This design comes from an exercise in tuning for small area and few clock cycles on the open sky130 flow, not from production work.
The RTL was checked by simulation tests, not by an equivalence proof against the original design.
Power and IR drop assume default switching activity.

==> flow/design.v <==
module flash_ctrl (
    input  wire        clk,
    input  wire        rst,
    input  wire        start,
    input  wire [4:0]  op,
    input  wire [31:0] arg0,
    input  wire [31:0] arg1,
    input  wire [31:0] arg2,
    input  wire [31:0] arg3,
    output reg         busy,
    output reg         done,
    output reg         ok,
    output reg  [31:0] res_lo,
    output reg  [31:0] res_hi,
    output reg         bus_cs,
    output wire        bus_req,
    output reg  [7:0]  bus_tx,
    input  wire        bus_ack,
    input  wire [7:0]  bus_rx,
    output wire        ram_req,
    output wire        ram_we,
    output wire [31:0] ram_addr,
    output wire [7:0]  ram_wdata,
    input  wire        ram_ack,
    input  wire [7:0]  ram_rdata
);
    localparam [2:0] PH_INIT  = 3'd0;   
    localparam [2:0] PH_WR    = 3'd1;   
    localparam [2:0] PH_CMD   = 3'd2;   
    localparam [2:0] PH_POLL  = 3'd3;   
    localparam [2:0] PH_CSW   = 3'd4;   
    localparam [2:0] PH_BURST = 3'd5;   
    localparam [2:0] FS_GAP = 3'd0;     
    localparam [2:0] FS_OPC = 3'd1;
    localparam [2:0] FS_A2  = 3'd2;
    localparam [2:0] FS_A1  = 3'd3;
    localparam [2:0] FS_A0  = 3'd4;
    localparam [2:0] FS_DAT = 3'd5;
    reg  [4:0]  op_q;
    reg  [2:0]  ph;
    reg  [2:0]  fs;
    reg  [3:0]  dc;         
    reg         identified;
    reg  [23:0] ra;
    reg  [31:0] rp;
    reg  [24:0] cnt;
    reg  [22:0] xb;
    reg  [7:0]  pb, qb;
    reg         pbv, qbv;
    reg         first;      
    reg         wip;        
    reg         mism;       
    reg         match;      
    wire o_id    = (op_q == 5'd1) || (op_q == 5'd2);
    wire o_rdsr  = (op_q == 5'd3);
    wire o_prog  = (op_q == 5'd6) || (op_q == 5'd13);
    wire o_ers   = (op_q == 5'd7) || (op_q == 5'd8) || (op_q == 5'd9) || (op_q == 5'd14);
    wire o_erng  = (op_q == 5'd14);
    wire o_ce    = (op_q == 5'd10) || (op_q == 5'd15);
    wire o_read  = (op_q == 5'd12);
    wire o_cks   = (op_q == 5'd16);
    wire o_ver   = (op_q == 5'd17);
    wire o_gated = o_prog || o_ers || o_ce;
    wire o_valid = (op_q != 5'd0) && (op_q <= 5'd17);
    reg [7:0] opcode;
    always @(*) begin
        case (ph)
            PH_WR:    opcode = 8'h06;
            PH_POLL:  opcode = 8'h05;
            PH_CSW,
            PH_BURST: opcode = 8'h03;
            default: begin
                case (op_q)
                    5'd1, 5'd2:   opcode = 8'h9F;
                    5'd3:         opcode = 8'h05;
                    5'd4:         opcode = 8'h06;
                    5'd5:         opcode = 8'h04;
                    5'd6, 5'd13:  opcode = 8'h02;
                    5'd7, 5'd14:  opcode = 8'h20;
                    5'd8:         opcode = 8'h52;
                    5'd9:         opcode = 8'hD8;
                    5'd11:        opcode = 8'hB9;
                    5'd12:        opcode = 8'h03;
                    default:      opcode = 8'hC7;    
                endcase
            end
        endcase
    end
    wire cmd   = (ph == PH_CMD);
    wire has_addr = (ph == PH_CSW) || (ph == PH_BURST) ||
                    (cmd && (o_prog || o_ers || o_read));
    wire cnt_nz   = (cnt != 25'd0);
    wire data_after_addr = (ph != PH_CMD) || o_prog || (o_read && cnt_nz);
    wire data_after_opc  = (ph == PH_POLL) || (cmd && (o_id || o_rdsr));
    wire [23:0] faddr = (ph == PH_BURST) ? res_lo[23:0] :
                        (ph == PH_CSW)   ? {ra[23:2], 2'b01} : ra;
    always @(*) begin
        case (fs)
            FS_OPC:  bus_tx = opcode;
            FS_A2:   bus_tx = faddr[23:16];
            FS_A1:   bus_tx = faddr[15:8];
            FS_A0:   bus_tx = faddr[7:0];
            default: bus_tx = (cmd && o_prog) ? pb : 8'hFF;
        endcase
    end
    wire dat_ok = o_prog ? (pbv || !cmd) : !qbv;
    assign bus_req = bus_cs && (fs != FS_GAP) && ((fs != FS_DAT) || dat_ok);
    wire cnt_gt_pbv = (cnt[24:1] != 24'd0) || (cnt[0] && !pbv);
    wire ram_prog = o_prog && (ph != PH_INIT) && !qbv && cnt_gt_pbv;
    wire ram_rd   = o_read && pbv;
    wire ram_ver  = (ph == PH_BURST) && !pbv && cnt_nz && !mism;
    assign ram_req   = busy && (ram_prog || ram_rd || ram_ver);
    assign ram_we    = o_read;
    assign ram_addr  = rp;
    assign ram_wdata = o_read ? pb : 8'h00;
    wire bus_step = bus_req && bus_ack;
    wire ram_step = ram_req && ram_ack;
    wire dat_step = bus_step && (fs == FS_DAT);
    wire lane_in = !(first && (dc[1:0] < ra[1:0])) && cnt_nz;
    wire        acc_hi  = o_ver && (ph == PH_CSW);
    wire [31:0] add_a   = acc_hi ? res_hi : res_lo;
    wire [7:0]  add_b   = (ph == PH_BURST) ? 8'd1 : bus_rx;
    wire [31:0] add_o   = add_a + {24'd0, add_b};
    wire need_b  = dat_step && (ph == PH_BURST) && cnt_nz && !mism;
    wire have_r  = pbv || ram_step;
    wire have_b  = qbv || need_b;
    wire [7:0] cmp_r = pbv ? pb : ram_rdata;
    wire [7:0] cmp_b = qbv ? qb : bus_rx;
    wire do_cmp  = (ph == PH_BURST) && have_r && have_b;
    wire cmp_eq  = (cmp_r == cmp_b);
    wire [7:0] id_exp = (dc[1:0] == 2'd0) ? 8'hEF : (dc[1:0] == 2'd1) ? 8'h40 : 8'h18;
    reg dat_last;
    always @(*) begin
        case (ph)
            PH_CSW:   dat_last = (dc[1:0] == 2'd3);
            PH_BURST: dat_last = (dc == 4'd15);
            PH_POLL:  dat_last = 1'b1;
            default:  dat_last = o_id ? (dc[1:0] == 2'd2) :
                                 (o_prog || o_read) ? (cnt == 25'd1) || (o_prog && ra[7:0] == 8'hFF) :
                                 1'b1;
        endcase
    end
    wire cks_more = (cnt[24:2] != 23'd0) || (cnt[1:0] > ra[1:0]);
    wire [11:0] e12 = cnt[11:0];
    wire [4:0]  lt_sum  = {1'b0, arg3[3:0]} + {1'b0, arg3[7:4]};
    wire [24:0] ver_c   = {arg2[22:0], 2'b00} - {20'd0, lt_sum};
    wire [23:0] ver_lo  = arg0[23:0] + {20'd0, arg3[3:0]};
    always @(posedge clk) begin
        if (rst) begin
            busy       <= 1'b0;
            done       <= 1'b0;
            bus_cs     <= 1'b0;
            identified <= 1'b0;
        end else if (!busy) begin
            if (start) begin
                busy   <= 1'b1;
                done   <= 1'b0;
                op_q   <= op;
                ph     <= PH_INIT;
                fs     <= FS_GAP;
                ok     <= 1'b1;
                res_hi <= 32'd0;
                res_lo <= (op == 5'd16) ? arg2 : (op == 5'd17) ? arg0 : 32'd0;
                pbv    <= 1'b0;
                qbv    <= 1'b0;
                first  <= 1'b1;
                mism   <= 1'b0;
                match  <= 1'b1;
                xb     <= arg2[22:0];
                rp     <= (op == 5'd17) ? arg1 : arg2;
                case (op)
                    5'd7:    ra <= {arg0[11:0], 12'd0};
                    5'd8:    ra <= {arg0[8:0], 15'd0};
                    5'd9:    ra <= {arg0[7:0], 16'd0};
                    5'd14:   ra <= {arg0[23:12], 12'd0};
                    5'd17:   ra <= ver_lo;
                    default: ra <= arg0[23:0];
                endcase
                case (op)
                    5'd14:   cnt <= {13'd0, arg1[23:12]};
                    5'd17:   cnt <= ver_c;
                    default: cnt <= arg1[24:0];
                endcase
            end
        end else begin
            if (ram_step) rp <= rp + 32'd1;
            if (o_prog || o_read) begin : fifo
                reg push, pop;
                reg [7:0] din;
                push = o_prog ? ram_step : (dat_step && cmd);
                pop  = o_prog ? (dat_step && cmd) : ram_step;
                din  = o_prog ? ram_rdata : bus_rx;
                if (push && pop) begin
                    if (qbv) begin pb <= qb; qb <= din; end
                    else     pb <= din;
                end else if (pop) begin
                    pb  <= qb;
                    pbv <= qbv;
                    qbv <= 1'b0;
                end else if (push) begin
                    if (!pbv) begin pb <= din; pbv <= 1'b1; end
                    else      begin qb <= din; qbv <= 1'b1; end
                end
            end
            if (ph == PH_BURST) begin
                if (do_cmp) begin
                    pbv <= 1'b0;
                    qbv <= 1'b0;
                    if (cmp_eq) begin
                        cnt    <= cnt - 25'd1;
                        res_lo <= add_o;
                    end else begin
                        mism <= 1'b1;
                    end
                end else begin
                    if (ram_step) begin pb <= ram_rdata; pbv <= 1'b1; end
                    if (need_b)   begin qb <= bus_rx;    qbv <= 1'b1; end
                end
            end
            case (fs)
                FS_GAP: begin : gap
                    reg go, fin;
                    go  = 1'b0;
                    fin = 1'b0;
                    case (ph)
                        PH_INIT: begin
                            if (!o_valid || (o_gated && !identified)) begin
                                ok  <= 1'b0;
                                fin = 1'b1;
                            end else if (o_gated) begin
                                if ((o_prog && !cnt_nz) || (o_erng && (ra[23:12] > e12)))
                                    fin = 1'b1;
                                else begin
                                    ph <= PH_WR;
                                    go = 1'b1;
                                end
                            end else if (o_cks || o_ver) begin
                                if (cnt_nz) begin
                                    ph <= PH_CSW;
                                    go = 1'b1;
                                end else if (o_ver && xb != 23'd0) begin
                                    ph  <= PH_BURST;
                                    cnt <= {xb, 2'b00};
                                    go = 1'b1;
                                end else begin
                                    if (o_ver) res_lo <= 32'd0;
                                    fin = 1'b1;
                                end
                            end else begin
                                ph <= PH_CMD;
                                go = 1'b1;
                            end
                        end
                        PH_WR: begin
                            ph <= PH_CMD;
                            go = 1'b1;
                        end
                        PH_CMD: begin
                            if (o_gated) begin
                                ph <= PH_POLL;
                                go = 1'b1;
                            end else if (!pbv) begin
                                fin = 1'b1;
                                if (o_id) begin
                                    identified <= match;
                                    ok         <= match;
                                    res_lo     <= match ? 32'h00EF4018 : 32'd0;
                                end
                            end
                        end
                        PH_POLL: begin
                            if (wip) begin
                                go = 1'b1;
                            end else if (o_prog && cnt_nz) begin
                                ph <= PH_WR;
                                go = 1'b1;
                            end else if (o_erng && (ra[23:12] != e12)) begin
                                ra <= ra + 24'h001000;
                                ph <= PH_WR;
                                go = 1'b1;
                            end else begin
                                fin = 1'b1;
                            end
                        end
                        PH_CSW: begin
                            if (cks_more) begin
                                go = 1'b1;
                            end else if (o_cks) begin
                                fin = 1'b1;
                            end else begin
                                ph  <= PH_BURST;
                                cnt <= {xb, 2'b00};
                                go = 1'b1;
                            end
                        end
                        default: begin   
                            if (mism || !cnt_nz) begin
                                if (!mism) res_lo <= 32'd0;
                                fin = 1'b1;
                            end else if (!qbv) begin
                                go = 1'b1;
                            end
                        end
                    endcase
                    if (go) begin
                        bus_cs <= 1'b1;
                        fs     <= FS_OPC;
                        dc     <= 4'd0;
                    end
                    if (fin) begin
                        busy <= 1'b0;
                        done <= 1'b1;
                    end
                end
                FS_OPC: if (bus_step) begin
                    if (has_addr) fs <= FS_A2;
                    else if (data_after_opc) fs <= FS_DAT;
                    else begin
                        fs     <= FS_GAP;
                        bus_cs <= 1'b0;
                    end
                end
                FS_A2: if (bus_step) fs <= FS_A1;
                FS_A1: if (bus_step) fs <= FS_A0;
                FS_A0: if (bus_step) begin
                    if (data_after_addr) fs <= FS_DAT;
                    else begin
                        fs     <= FS_GAP;
                        bus_cs <= 1'b0;
                    end
                end
                default: if (bus_step) begin   
                    dc <= dc + 4'd1;
                    case (ph)
                        PH_POLL: wip <= bus_rx[0];
                        PH_CSW: begin
                            if (lane_in) begin
                                cnt <= cnt - 25'd1;
                                if (o_ver) res_hi <= add_o;
                                else       res_lo <= add_o;
                            end
                            if (dc[1:0] == 2'd3) begin
                                ra    <= ra + 24'd4;
                                first <= 1'b0;
                            end
                        end
                        PH_CMD: begin
                            if (o_id && bus_rx != id_exp) match <= 1'b0;
                            if (o_rdsr) res_lo <= {24'd0, bus_rx};
                            if (o_prog) ra <= ra + 24'd1;
                            if (o_prog || o_read) cnt <= cnt - 25'd1;
                        end
                        default: ;
                    endcase
                    if (dat_last) begin
                        fs     <= FS_GAP;
                        bus_cs <= 1'b0;
                    end
                end
            endcase
        end
    end
endmodule
==> flow/run.sh <==
#!/bin/bash
# synth_recipe.tcl (not shown) runs the flow's synth.tcl, then flattens the netlist and writes it again
# the make line also repeats each setting of config.mk as NAME=value (left out here)
make -C /OpenROAD-flow-scripts/flow DESIGN_CONFIG=/design/flow/config.mk WORK_HOME=/design/flow/orfs CLKGATE_MAP_FILE= SYNTH_SCRIPT=/design/flow/synth_recipe.tcl finish
==> flow/config.mk <==
export PLATFORM = sky130hd
export DESIGN_NAME = flash_ctrl
export DESIGN_NICKNAME = flash_ctrl
export VERILOG_FILES = /design/flow/design.v
export SDC_FILE = /design/flow/constraint.sdc
export NUM_CORES = 4
export LEC_CHECK = 0
export CAP_MARGIN = 20
export CORE_MARGIN = 2
export CORE_UTILIZATION = 40
export PLACE_DENSITY = 0.6
export SLEW_MARGIN = 20
==> flow/constraint.sdc <==
create_clock -name core_clock -period 10.0 [get_ports {clk}]
set_input_delay 2.0000 -clock core_clock [delete_from_list [all_inputs] [get_ports {clk}]]
set_output_delay 2.0000 -clock core_clock [all_outputs]
set_load 0.01 [all_outputs]
==> results_tabular.tex <==
\begin{tabular}{lr}
\hline
Metric & Value \\
\hline
\multicolumn{2}{l}{\textbf{Logic synthesis}} \\
\quad Number of enable flip-flop cells after synthesis & 206 \\
\quad Number of distinct standard cells referenced by the synthesized netlist & 97 \\
\quad Fraction of synthesized cell area in xor and xnor cells & 7.05\% \\
\quad Per-instance average area after synthesis & 8.63 um\^{}2 \\
\quad Number of standard cells after synthesis & 2145 \\
\quad Post-synthesis adder-cell area fraction & 3.78\% \\
\quad Synth Area in Simple Gates & 22.4\% \\
\quad Flip-flop cell with the highest count after synthesis & sky130\_fd\_sc\_hd\_\_edfxtp\_1 \\
\quad Post-synthesis cell area & 18500 um\^{}2 \\
\quad Compound-Gate Fraction of Synth Area & 23.2\% \\
\quad Synth async-reset ratio & 0\% \\
\quad Dominant combinational cell family by area after synthesis & compound AO/OA/AOI/OAI gates \\
\quad Share of cell area taken by muxes after synthesis & 4.70\% \\
\quad Synth Net Count & 2352 \\
\quad Count of state elements after synthesis & 218 \\
\quad Sequential element share of the synthesized area & 34.7\% \\
\quad Ys Warns & 1 \\
\multicolumn{2}{l}{\textbf{STA}} \\
\quad Rel. slew slack & 19.0\% \\
\quad Maximum achievable frequency & 163 MHz \\
\quad Actual slew at the worst max-slew pin & 1.18 ns \\
\quad Setup TNS after final layout & 0 ns \\
\quad Count of endpoints failing hold in the final timing report & 0 \\
\quad Final Slew Violations & 0 \\
\quad Worst Hold Slack & 0.519 ns \\
\quad Period Utilization, post-route & 61.2\% \\
\quad Clock skew after layout & 0.0185 ns \\
\quad Minimum period implied by the final worst setup slack & 6.12 ns \\
\quad RSZ-0062 raised after global routing & no \\
\quad Count of endpoints failing setup in the final report & 0 \\
\multicolumn{2}{l}{\textbf{Routing}} \\
\quad \# DRC & 0 \\
\quad Wirelength, routed & 77500 um \\
\quad Pre-Repair DR Iteration Count & 6 \\
\quad Number of vias per cell & 6.43 \\
\quad Total via count after detailed routing & 18976 \\
\quad Count of nets left with antenna violations after detail routing & 0 \\
\quad Avg WL per Cell & 26.2 um \\
\quad Starting DRT DRC Count & 2667 \\
\multicolumn{2}{l}{\textbf{Clock tree}} \\
\quad Clk pin slew, worst setup/hold paths & 0.07 ns \\
\quad Total clock buffers created by CTS & 28 \\
\quad Number of buffers added for setup after CTS & 0 \\
\quad Clock network latency to the later pin of the worst-skew pair & 0.58 ns \\
\quad Hold Buf Count CTS & 0 \\
\quad Number of gates resized after CTS & 0 \\
\quad Maximum clock insertion buffer count & 3 \\
\quad Number of clock sinks & 218 \\
\quad H-tree Lvls & 1 \\
\quad Cell chosen for the clock root & sky130\_fd\_sc\_hd\_\_clkbuf\_16 \\
\quad CTS tree & yes \\
\multicolumn{2}{l}{\textbf{Critical path}} \\
\quad Category of the most critical setup path & reg2out \\
\quad Largest stage delay, worst path & 0.80 ns \\
\quad R2R Setup Slk & 4.32 ns \\
\quad Ordered cell list for the critical path & nor2\_1 > nor2b\_1 > nor2\_1 > or3\_1 > nor2\_1 > a21oi\_1 > clkdlybuf4s50\_1 \\
\quad Data required time at the worst endpoint & 8.00 ns \\
\quad Highest-delay cell along the critical path & sky130\_fd\_sc\_hd\_\_edfxtp\_1 \\
\quad Max Fanout on Critical Path & 17 \\
\quad Critical path's most frequent cell & sky130\_fd\_sc\_hd\_\_nor2\_1 \\
\quad Critical Path AT & 4.12 ns \\
\quad Critical path capture point type & output port \\
\quad Kind of start point of the critical path & flip-flop \\
\multicolumn{2}{l}{\textbf{Die}} \\
\quad Die Outline Area & 48000 um\^{}2 \\
\quad Ports placed on the boundary & 273 \\
\quad Starting Density & 40.6\% \\
\quad Number of placement rows & 78 \\
\quad Core Box Area & 45600 um\^{}2 \\
\quad Die Span Y & 219 um \\
\quad Overall die width & 219 um \\
\multicolumn{2}{l}{\textbf{GRT}} \\
\quad Via count of the first global-routing pass & 18115 \\
\quad Remaining Overflow, GRT & 0 \\
\quad Number of antenna violations at the first check in global routing & 3 \\
\quad Maximum number of pins on one net before global-route repair & 84 \\
\quad Total Routing Usage GR & 31.6\% \\
\quad Global-route wire length before repair & 115000 um \\
\multicolumn{2}{l}{\textbf{Power and ir drop}} \\
\quad Overall Power & 2.83 mW \\
\quad Maximum vdd ir drop & 117 uV \\
\quad Power density over the cells & 126 nW/um\^{}2 \\
\quad Leakage & 7.82 nW \\
\multicolumn{2}{l}{\textbf{Final layout}} \\
\quad Area growth syn-to-layout & 21.4\% \\
\quad Final net count & 2538 \\
\quad Ant. Diodes & 0 \\
\quad Fraction of layout instances using a drive strength above 1 & 5.78\% \\
\multicolumn{2}{l}{\textbf{Place}} \\
\quad Weighted congestion at the end of routability-driven global placement & 1.00 \\
\quad Port Buffers & 248 \\
\quad HPWL after detailed placement & 57800 um \\
\multicolumn{2}{l}{\textbf{Worst hold path}} \\
\quad Path class of the lowest-slack min-delay path & reg2reg \\
\multicolumn{2}{l}{\textbf{Flow run}} \\
\quad Maximum capacitance violations & 0 \\
\multicolumn{2}{l}{\textbf{Outcome}} \\
\quad Status & complete, no violations \\
\hline
\end{tabular}
-- worst max-delay path, delay by kind of cell (launching register included) --
kind / cells / cell delay, ns
AOI/OAI and AO/OA: 1 / 0.11
DFF: 1 / 0.80
and+or+nand+nor: 5 / 2.11
buffers and inverters: 1 / 0.51
-- path summary, 6_finish.rpt --
check / startpoint / endpoint / cells after the start
worst max-delay path: fs[1]$_SDFFCE_PN0P_ / bus_tx[4] / 7
worst min-delay path: done$_SDFFE_PP0P_ / done$_SDFFE_PP0P_ / 2
worst max register to register: ph[2]$_SDFFCE_PN0P_ / res_lo[14]$_DFFE_PP_ / 15
worst min register to register: done$_SDFFE_PP0P_ / done$_SDFFE_PP0P_ / 2
-- power by group --
group	switching (mW)	total (mW)	internal [mW]
sequential	0.0864	1.16	1.08
combinational	0.357	0.616	0.260
clock	0.431	1.05	0.619
total	0.875	2.83	1.96
-- layout by cell type, fill, tap and decap left out, types with 12 or more instances in the layout --
cell,n
sky130_fd_sc_hd__edfxtp_1,206
sky130_fd_sc_hd__nand4_1,29
sky130_fd_sc_hd__and2_1,44
sky130_fd_sc_hd__o22ai_1,26
sky130_fd_sc_hd__a21oi_1,122
sky130_fd_sc_hd__nand2_1,260
sky130_fd_sc_hd__a22oi_1,22
sky130_fd_sc_hd__xor2_1,79
sky130_fd_sc_hd__and4_1,13
sky130_fd_sc_hd__a211oi_1,25
sky130_fd_sc_hd__clkdlybuf4s50_1,248
sky130_fd_sc_hd__a221o_1,17
sky130_fd_sc_hd__ha_1,48
sky130_fd_sc_hd__o31ai_1,17
sky130_fd_sc_hd__nor3_1,43
sky130_fd_sc_hd__o21a_1,20
sky130_fd_sc_hd__clkbuf_1,14
sky130_fd_sc_hd__clkbuf_16,29
sky130_fd_sc_hd__a221oi_1,53
sky130_fd_sc_hd__o211ai_1,19
sky130_fd_sc_hd__nand3_1,65
sky130_fd_sc_hd__a222oi_1,12
sky130_fd_sc_hd__and3_1,42
sky130_fd_sc_hd__or3_1,14
sky130_fd_sc_hd__a21o_1,24
sky130_fd_sc_hd__o21ai_0,93
sky130_fd_sc_hd__a31oi_1,43
sky130_fd_sc_hd__or2_2,12
sky130_fd_sc_hd__mux2i_1,78
sky130_fd_sc_hd__nor2_1,211
sky130_fd_sc_hd__inv_1,49
sky130_fd_sc_hd__nor4_1,25
sky130_fd_sc_hd__buf_4,38
sky130_fd_sc_hd__xnor2_1,70
sky130_fd_sc_hd__nand2b_1,18
-- synth_stat cells, drive strengths merged (13+ instances only) --
| cell type | number | area share (%) |
|---|---|---|
| a22oi | 22 | 0.89 |
| xnor2 | 70 | 3.3 |
| a211oi | 25 | 1.0 |
| o21a | 20 | 0.81 |
| clkbuf | 95 | 1.9 |
| inv | 52 | 1.1 |
| nand2b | 18 | 0.61 |
| a221o | 17 | 0.92 |
| a21o | 24 | 0.97 |
| and2 | 44 | 1.5 |
| o22ai | 26 | 0.88 |
| o21ai | 105 | 2.9 |
| a221oi | 54 | 2.6 |
| mux2i | 78 | 4.2 |
| xor2 | 79 | 3.7 |
| a2111oi | 13 | 0.92 |
| nor3 | 49 | 1.5 |
| nor3b | 14 | 0.65 |
| or2 | 15 | 0.51 |
| and3 | 42 | 1.4 |
| and4 | 13 | 0.61 |
| ha | 48 | 3.2 |
| a31oi | 43 | 1.5 |
| edfxtp | 206 | 33 |
| nor2 | 214 | 4.4 |
| buf | 36 | 1.1 |
| a21oi | 126 | 3.4 |
| o211ai | 19 | 0.77 |
| nor4 | 27 | 1.0 |
| or3 | 14 | 0.47 |
| o31ai | 17 | 0.69 |
| nand3 | 66 | 1.9 |
| nand2 | 261 | 5.3 |
| nand4 | 29 | 0.98 |
-- registers in the layout (all words and copies together), names as in the netlist, 3 cells and up, named ones only --
| name | count |
|---|---|
| res_hi | 32 |
| pb | 8 |
| qb | 8 |
| xb | 23 |
| cnt | 25 |
| res_lo | 32 |
| ra | 24 |
| dc | 4 |
| fs | 3 |
| ph | 3 |
| rp | 32 |
| op_q | 5 |
-- logic make-up after synthesis --
group           after synthesis
flops                       218
xor+xnor                    149
simple gates                842
compound gates              615
buf+inv                     183
fa+ha+maj                    53
mux                          85
-- layout make-up --
type,count,area [um^2]
Clock buffer,44,792
Clock inverter,8,124
Fill cell,4367,23100
Inverter,52,195
Multi-Input combinational cell,1744,11400
Sequential cell,218,6430
Tap cell,600,751
Timing Repair Buffer,287,2790
-- layer usage --
metal  routed length, um  track usage (%)  part of all wire (%)
met5                  24                0                 0.031
met4                3230             11.4                   4.2
met3                7800             5.81                    10
met2               35200             50.8                    45
met1               31300             42.5                    40
-- through the flow --
stage	util (%)	area (um^2)	instances	setup slack [ns]
2_1_floorplan	-	18500	2145	4.66
3_3_place_gp	47.2	21500	2899	3.62
3_5_place_dp	47.2	21500	2899	3.55
4_1_cts	49.2	22400	2951	4.02
5_1_grt	49.3	22500	2953	3.82
6_report	49.3	22500	2953	3.88
Testbench counts, summed over its fixed seeds: cycles 502,877.

[re-timing with driven ports]
No port has a modelled driver above. Below, the same layout with a new extraction and two added sets of constraints.
Step 1: set_driving_cell puts a clkbuf_16 on clk and a buf_2 on each other input, an assumption about the parent block.
Step 2 adds t to the input delays and takes it off the output delays; t is the mean of the earliest and latest rising clock arrival at the registers after step 1. Input paths then give back, and output paths get back, about the clock's delay inside the block.
Slacks: no drivers / after step 1 / after step 2; pairs: no drivers / after step 1.
t, ns: 0.625
slack for setup (ns): 3.883 / 3.827 / 3.442
clock arrival spread, ns: 0.019 / 0.019
worst data-port slew with drivers (ns): 0.09
pins driven straight from the clock port: 1
After both steps this run still meets setup and hold. The setup slack of this run moves by -0.056 ns with the drivers and by -0.441 ns with both steps.
